Source: an optimization exercise on an open RTL-to-GDS flow (aim: small area, a short achievable clock period and few clock cycles). Production flows keep margins and buffers that such runs may drop. RTL that was checked went through simulation tests only; none was proved equivalent to the original. No activity file was given, so power comes from the tool's default toggle rates.

Design ppe_codec, start of the top module:
module ppe_codec (
    input  wire        clk,
    input  wire        rst,
    input  wire        cmd_valid,
    output reg         cmd_ready,
    input  wire [3:0]  cmd_op,
    input  wire [7:0]  cmd_seqaddr,
    input  wire [7:0]  cmd_cmd,
    input  wire [10:0] cmd_len,
    input  wire        in_valid,
    output reg         in_ready,
    input  wire [7:0]  in_data,
    output reg         out_valid,
    input  wire        out_ready,
    output wire [7:0]  out_data,
    output reg         res_valid,
    input  wire        res_ready,
    output reg  [3:0]  res_err,
    output wire [15:0] res_crc,
    output wire [7:0]  res_start,
    output wire [7:0]  res_seqaddr,
    output wire [7:0]  res_flen
);
Size: ~820 cells after synthesis, roughly 100 flip-flops, ~100 I/O pins.
make LEC_CHECK=0 CAP_MARGIN=20 CORE_MARGIN=2 CORE_UTILIZATION=40 SETUP_SLACK_MARGIN=2.5 SLEW_MARGIN=20 finish   # period 4.5 ns
run.sh (not shown) runs the stock make flow with config.mk's settings and CLKGATE_MAP_FILE= SYNTH_SCRIPT=/design/flow/synth_recipe.tcl, a recipe that flattens the netlist after the stock synthesis.
Testbench counts at the start, summed over its fixed seeds: cycles 47,425.
Rerun with:
Settings changed: SETUP_SLACK_MARGIN 2.5 to not set.
=>
- wire length shrinks by 19%
- worst setup slack is worse by 0.40 ns
- total power shrinks by 21%

* * *

garnet:
Another version of the RTL of ppe_codec (not shown whole).
For scale: ~730 cells after synthesis, ~91 flip-flops, about 6300 µm² of cells after synthesis.
==> flow/config.mk <==
export PLATFORM = sky130hd
export DESIGN_NAME = ppe_codec
export DESIGN_NICKNAME = ppe_codec
export VERILOG_FILES = /design/flow/design.v
export SDC_FILE = /design/flow/constraint.sdc
export NUM_CORES = 4
export LEC_CHECK = 0
export CAP_MARGIN = 20
export CORE_MARGIN = 2
export CORE_UTILIZATION = 60
export CTS_BUF_LIST = sky130_fd_sc_hd__clkbuf_8
export CTS_CLUSTER_DIAMETER = 100
export CTS_CLUSTER_SIZE = 40
export SETUP_SLACK_MARGIN = 1.6
export SLEW_MARGIN = 20
export TNS_END_PERCENT = 5
==> flow/constraint.sdc <==
create_clock -name core_clock -period 4.5 [get_ports {clk}]
set_input_delay 0.9000 -clock core_clock [delete_from_list [all_inputs] [get_ports {clk}]]
set_output_delay 0.9000 -clock core_clock [all_outputs]
set_load 0.01 [all_outputs]
standard.sh (not shown) runs the stock make flow with config.mk's settings and CLKGATE_MAP_FILE= SYNTH_SCRIPT=/design/flow/synth_recipe.tcl, a recipe that flattens the netlist after the stock synthesis.
==> flow/flow/run.sh <==
#!/bin/bash
# Standard layout, but the port buffers are plain buf_2 cells instead of the
# resizer's default pick (a 0.5 ns delay buffer).
set -euo pipefail
export BUFFER_PORTS_ARGS="-buffer_cell sky130_fd_sc_hd__buf_2"
bash standard.sh > standard_flow.log 2>&1
Testbench counts of garnet, summed over its fixed seeds: cycles 47,088.
diff inputs: garnet => lagoon
- TNS_END_PERCENT removed (was 5)
- CORE_UTILIZATION changed from 60 to 40
Results
lagoon vs garnet — global-route usage over all layers dropped 8.3 points.
Compared with garnet, in lagoon total power lower; design area rose 130 µm²; well tap count moved up; number of buffers added for setup after CTS went up by 5.
Summary — power drawn by the combinational cells, lagoon relative to garnet: higher, by about 4%.
Changes in pepper relative to lagoon:
- setting ABC_AREA to 1 for the first time
Findings:
- pepper: full flow OK, the timing, DRC and antenna checks passed
- First-pass GRT wire length, pepper and lagoon: larger value in lagoon
- On top achievable clock speed, pepper and lagoon are basically level.
- Synthesized netlist net count ends up higher on pepper.
- Final cycle utilization of the critical path essentially unchanged between lagoon and pepper.

* * *

Setup of the baseline:
The RTL this note starts from:
==> flow/design.v <==
module ppe_codec (
    input  wire        clk,
    input  wire        rst,
    input  wire        cmd_valid,
    output wire        cmd_ready,
    input  wire [3:0]  cmd_op,
    input  wire [7:0]  cmd_seqaddr,
    input  wire [7:0]  cmd_cmd,
    input  wire [10:0] cmd_len,
    input  wire        in_valid,
    output wire        in_ready,
    input  wire [7:0]  in_data,
    output wire        out_valid,
    input  wire        out_ready,
    output wire [7:0]  out_data,
    output wire        res_valid,
    input  wire        res_ready,
    output wire [3:0]  res_err,
    output wire [15:0] res_crc,
    output wire [7:0]  res_start,
    output wire [7:0]  res_seqaddr,
    output wire [7:0]  res_flen
);
    localparam [3:0] ERR_NONE      = 4'h0;
    localparam [3:0] ERR_TRUNCATED = 4'h5;
    localparam [3:0] ERR_CHECKSUM  = 4'h6;
    localparam [3:0] ERR_TOO_LARGE = 4'h8;
    localparam [3:0] ERR_ILLEGAL   = 4'hF;
    localparam [3:0] S_IDLE  = 4'd0,
                     S_CIN   = 4'd1,    
                     S_CZ    = 4'd2,    
                     S_EH0   = 4'd4,    
                     S_EH1   = 4'd5,    
                     S_EH2   = 4'd6,    
                     S_EH3   = 4'd7,    
                     S_EDATA = 4'd8,    
                     S_D0    = 4'd9,    
                     S_D1    = 4'd10,   
                     S_D2    = 4'd11,   
                     S_PAY   = 4'd12,   
                     S_CK0   = 4'd13,   
                     S_CK1   = 4'd14,   
                     S_SKIP  = 4'd15;   
    reg [3:0]  state;
    reg [10:0] rem;        
    reg        lst;        
    reg [7:0]  pcnt;       
    reg        plst;       
    reg        nneg;       
    reg        nbig;       
    reg [15:0] crc;
    reg [7:0]  start_b;
    reg [7:0]  seqaddr;    
    reg [7:0]  flen;       
    reg        mlo;        
    reg        tcrc;       
    reg        rcrc;       
    reg        hdr;        
    reg        pt;         
    reg [1:0]  ts;         
    reg        ttc;        
    reg        first;      
    reg [3:0]  werr;       
    reg        fp;         
    reg        rv;
    reg [3:0]  err;
    assign res_valid   = rv;
    assign res_err     = err;
    assign res_crc     = crc;
    assign res_start   = start_b;
    assign res_seqaddr = seqaddr;
    assign res_flen    = flen;
    function [10:0] dec11(input [10:0] x);    
        integer k;
        reg     z;
        begin
            z = 1'b1;
            for (k = 0; k < 11; k = k + 1) begin
                dec11[k] = x[k] ^ z;
                z = z & ~x[k];
            end
        end
    endfunction
    function [7:0] dec8(input [7:0] x);       
        integer k;
        reg     z;
        begin
            z = 1'b1;
            for (k = 0; k < 8; k = k + 1) begin
                dec8[k] = x[k] ^ z;
                z = z & ~x[k];
            end
        end
    endfunction
    function [7:0] inc8(input [7:0] x);       
        integer k;
        reg     c;
        begin
            c = 1'b1;
            for (k = 0; k < 8; k = k + 1) begin
                inc8[k] = x[k] ^ c;
                c = c & x[k];
            end
        end
    endfunction
    function lt8(input [7:0] a, input [7:0] b);    
        integer k;
        reg     r;
        begin
            r = 1'b0;
            for (k = 0; k < 8; k = k + 1)
                r = (~a[k] & b[k]) | (~(a[k] ^ b[k]) & r);
            lt8 = r;
        end
    endfunction
    wire slot = ~rv | res_ready;
    wire ta   = |ts;       
    wire st_inc  = (state == S_CIN) | (state == S_D1) | (state == S_D2);
    wire st_inn  = (state == S_D0) | (state == S_CK0) | (state == S_CK1) | (state == S_SKIP);
    wire st_gen  = (state == S_EH0) | hdr;
    reg [7:0] gbyte;
    always @* begin
        if (ts[0])      gbyte = crc[7:0];
        else if (ts[1]) gbyte = crc[15:8];
        else if (hdr)   gbyte = seqaddr;
        else            gbyte = 8'h7F;
    end
    assign cmd_ready = slot & ~fp & (state == S_IDLE);
    assign in_ready  = st_inn | (st_inc & ~ta & (~rv | ~rcrc | res_ready)) |
                       (pt & ~ta & out_ready & slot);
    assign out_valid = slot & (ta | st_gen | (pt & in_valid));
    assign out_data  = (pt & ~ta) ? in_data : gbyte;
    wire cmd_fire = cmd_valid & cmd_ready;
    wire in_fire  = in_valid & in_ready;
    wire out_fire = out_valid & out_ready;
    wire [7:0]  cbyte = hdr ? seqaddr : in_data;
    wire [15:0] base  = crc | {16{first}};
    wire [7:0]  t     = base[15:8] ^ cbyte;
    wire        p     = (^base[15:8]) ^ (^cbyte);
    wire [15:0] crc_next = {
        base[7] ^ p,
        base[6:2],
        base[1] ^ t[7],
        base[0] ^ t[6] ^ t[7],
        t[5] ^ t[6], t[4] ^ t[5], t[3] ^ t[4], t[2] ^ t[3], t[1] ^ t[2], t[0] ^ t[1],
        p ^ t[0],
        p };
    wire trunc = nneg | (~nbig & lt8(pcnt, in_data));
    wire ok    = mlo & (in_data == crc[15:8]);
    wire cmd_zero = (cmd_len == 11'd0);
    wire cmd_big  = (|cmd_len[10:8]) | (&cmd_len[7:0]);
    wire [10:0] rem_m1 = dec11(rem);
    wire [10:0] rem_m4 = {rem[10:2] - 9'd1, rem[1:0]};
    reg [3:0] state_n;
    reg       fin;         
    reg [3:0] fin_err;
    reg       crc_step;
    reg       crc_ffff;
    reg       tstart;      
    always @* begin
        state_n  = state;
        fin      = 1'b0;
        fin_err  = werr;
        crc_step = 1'b0;
        crc_ffff = 1'b0;
        tstart   = 1'b0;
        case (state)
            S_IDLE: if (cmd_fire) begin
                case (cmd_op)
                    4'h1: state_n = cmd_zero ? S_CZ : S_CIN;
                    4'h2: state_n = cmd_big ? S_SKIP : S_EH0;
                    4'h3: if (cmd_zero) begin fin = 1'b1; fin_err = ERR_TRUNCATED; end
                          else state_n = S_D0;
                    default: if (cmd_zero) begin fin = 1'b1; fin_err = ERR_ILLEGAL; end
                             else state_n = S_SKIP;
                endcase
            end
            S_CIN: if (in_fire) begin
                crc_step = 1'b1;
                if (lst) begin tstart = 1'b1; state_n = S_IDLE; end
            end
            S_CZ: if (~ta & (~rv | ~rcrc | res_ready)) begin
                crc_ffff = 1'b1; tstart = 1'b1; state_n = S_IDLE;
            end
            S_EH0: if (out_fire & ~ta) state_n = S_EH1;
            S_EH1: if (out_fire) begin crc_step = 1'b1; state_n = S_EH2; end
            S_EH2: if (out_fire) begin crc_step = 1'b1; state_n = S_EH3; end
            S_EH3: if (out_fire) begin
                crc_step = 1'b1;
                if (rem == 11'd0) begin tstart = 1'b1; state_n = S_IDLE; end
                else state_n = S_EDATA;
            end
            S_EDATA: if (in_fire) begin
                crc_step = 1'b1;
                if (lst) begin tstart = 1'b1; state_n = S_IDLE; end
            end
            S_D0: if (in_fire) begin
                if (lst) begin fin = 1'b1; fin_err = ERR_TRUNCATED; state_n = S_IDLE; end
                else state_n = S_D1;
            end
            S_D1: if (in_fire) begin
                crc_step = 1'b1;
                if (lst) begin fin = 1'b1; fin_err = ERR_TRUNCATED; state_n = S_IDLE; end
                else state_n = S_D2;
            end
            S_D2: if (in_fire) begin
                crc_step = 1'b1;
                if (lst) begin fin = 1'b1; fin_err = ERR_TRUNCATED; state_n = S_IDLE; end
                else if (trunc) state_n = S_SKIP;
                else if (in_data == 8'd0) state_n = S_CK0;
                else state_n = S_PAY;
            end
            S_PAY: if (in_fire) begin
                crc_step = 1'b1;
                if (plst) state_n = S_CK0;
            end
            S_CK0: if (in_fire) state_n = S_CK1;
            S_CK1: if (in_fire) begin
                if (lst) begin fin = 1'b1; fin_err = ok ? ERR_NONE : ERR_CHECKSUM; state_n = S_IDLE; end
                else state_n = S_SKIP;
            end
            S_SKIP: if (in_fire & lst) begin fin = 1'b1; state_n = S_IDLE; end
            default: ;
        endcase
    end
    wire traise = ts[1] & out_fire;
    wire fraise = (fin | fp) & slot & ~ta;
    wire raise  = traise | fraise;
    always @(posedge clk) begin
        if (rst) begin
            state <= S_IDLE;
            hdr   <= 1'b0;
            pt    <= 1'b0;
            ts    <= 2'd0;
            rv    <= 1'b0;
            fp    <= 1'b0;
        end else begin
            state <= state_n;
            hdr   <= (state_n == S_EH1) | (state_n == S_EH2) | (state_n == S_EH3);
            pt    <= (state_n == S_EDATA) | (state_n == S_PAY);
            if (tstart) ts <= 2'd1;
            else if (out_fire & ta) ts <= {ts[0], 1'b0};
            rv    <= raise | (rv & ~res_ready);
            fp    <= (fin | fp) & ~fraise;
        end
    end
    always @(posedge clk) begin
        if (raise) err <= traise ? ERR_NONE : fin ? fin_err : werr;
        if (raise) rcrc <= traise & ttc;
        if (tstart) ttc <= tcrc;
        if (fin) werr <= fin_err;
        if (crc_step) crc <= crc_next;
        else if (crc_ffff) crc <= 16'hFFFF;
        if (hdr & out_fire) begin
            seqaddr <= flen;
            flen    <= pcnt;
        end
        if (cmd_fire) first <= 1'b1;
        else if (crc_step) first <= 1'b0;
        if (cmd_fire) begin
            rem  <= cmd_len;
            lst  <= (cmd_len == 11'd1);
            tcrc <= (cmd_op == 4'h1);
            if (~fin) werr <= (cmd_op == 4'h2) ? ERR_TOO_LARGE : ERR_ILLEGAL;
            if (cmd_op == 4'h2) begin
                seqaddr <= cmd_seqaddr;
                pcnt    <= cmd_cmd;
                flen    <= inc8(cmd_len[7:0]);
            end
        end else if (in_fire) begin
            rem <= rem_m1;
            lst <= (rem == 11'd2);
        end
        if (in_fire) begin
            case (state)
                S_D0: start_b <= in_data;
                S_D1: begin
                    seqaddr <= in_data;
                    pcnt    <= rem_m4[7:0];
                    nneg    <= rem_m4[10];
                    nbig    <= ~rem_m4[10] & (|rem_m4[9:8]);
                end
                S_D2: begin
                    flen <= in_data;
                    pcnt <= in_data;
                    plst <= (in_data == 8'd1);
                    if (trunc) werr <= ERR_TRUNCATED;
                end
                S_PAY: begin
                    pcnt <= dec8(pcnt);
                    plst <= (pcnt == 8'd2);
                end
                S_CK0: mlo <= (in_data == crc[7:0]);
                S_CK1: werr <= ok ? ERR_NONE : ERR_CHECKSUM;
                default: ;
            endcase
        end
    end
endmodule
export LEC_CHECK = 0
export CAP_MARGIN = 20
export CORE_MARGIN = 2
export CORE_UTILIZATION = 60
export CTS_BUF_LIST = sky130_fd_sc_hd__clkbuf_8
export CTS_CLUSTER_DIAMETER = 100
export CTS_CLUSTER_SIZE = 40
export SETUP_SLACK_MARGIN = 1.6
export SLEW_MARGIN = 20
create_clock -name core_clock -period 4.5 [get_ports {clk}]
==> flow/flow/run.sh <==
#!/bin/bash
# Standard layout, but the port buffers are plain buf_1 cells instead of the
# resizer's default pick (a 0.5 ns delay buffer).
set -euo pipefail
export BUFFER_PORTS_ARGS="-buffer_cell sky130_fd_sc_hd__buf_1"
bash standard.sh > standard_flow.log 2>&1
Input changes introduced in the candidate (baseline for comparison: the baseline):
Settings: CORE_UTILIZATION: 60 -> 40.
==> flow/flow/run.sh <==
#!/bin/bash
# Standard layout, but the port buffers are plain buf_2 cells instead of the
# resizer's default pick (a 0.5 ns delay buffer).
set -euo pipefail
export BUFFER_PORTS_ARGS="-buffer_cell sky130_fd_sc_hd__buf_2"
bash standard.sh > standard_flow.log 2>&1
==> run notes <==
Fraction of standard cell area in multi-input logic was higher in the run labelled the baseline. The number of placed instances, taps included of the candidate exceeds that of the baseline by 48. Going from the baseline to the candidate, total power shrank by a few percent. Effective utilization at floorplan, the candidate and the baseline, lower one = the candidate. The candidate completed end to end with timing, DRC and antenna clean. Changes observed in the candidate relative to the baseline: number of hold buffers added after CTS barely changed; leakage power total climbed 7.5%. Min routed wire length across the candidate and the baseline: the baseline. Diff the candidate and the baseline: clock distribution power lower in the candidate.
Function was not checked in any run of this note: the RTL went through the layout flow alone.

afterwards: timing with drivers on the ports:
How much do the figures lean on ideal ports? The routed layouts below were timed once more, with nothing changed but the port constraints. Step 1, drivers: a clkbuf_16 drives clk and a buf_2 each remaining input, both assumed. Step 2 also shifts input and output timing later by t, the mid clock arrival at the registers, as if the neighbouring blocks saw the same clock. Slacks: no drivers / after step 1 / after step 2; pairs: no drivers / after step 1.
| run | shift t [ns] | setup WS [ns] | clock arrival spread, ns | worst register clock-pin slew, ns |
|---|---|---|---|---|
| the first run of note 1 | 0.405 | 1.101 / 1.101 / 1.018 | 0.019 / 0.019 | 0.09 / 0.09 |
| the second run of note 1 | 0.404 | 0.698 / 0.698 / 0.521 | 0.010 / 0.010 | 0.08 / 0.08 |
| garnet | 0.398 | 1.598 / 1.565 / 1.271 | 0.017 / 0.017 | 0.10 / 0.10 |
| lagoon | 0.427 | 1.728 / 1.691 / 1.317 | 0.012 / 0.012 | 0.10 / 0.10 |
| pepper | 0.424 | 1.723 / 1.685 / 1.500 | 0.010 / 0.009 | 0.09 / 0.09 |
| the baseline | 0.406 | 1.603 / 1.567 / 1.319 | 0.009 / 0.009 | 0.09 / 0.09 |
| the candidate | 0.411 | 1.596 / 1.558 / 1.293 | 0.012 / 0.012 | 0.09 / 0.09 |
After both steps setup and hold are still met in every run listed. The setup slack of lagoon, which loses most, moves by -0.037 ns with the drivers and by -0.411 ns with both steps.
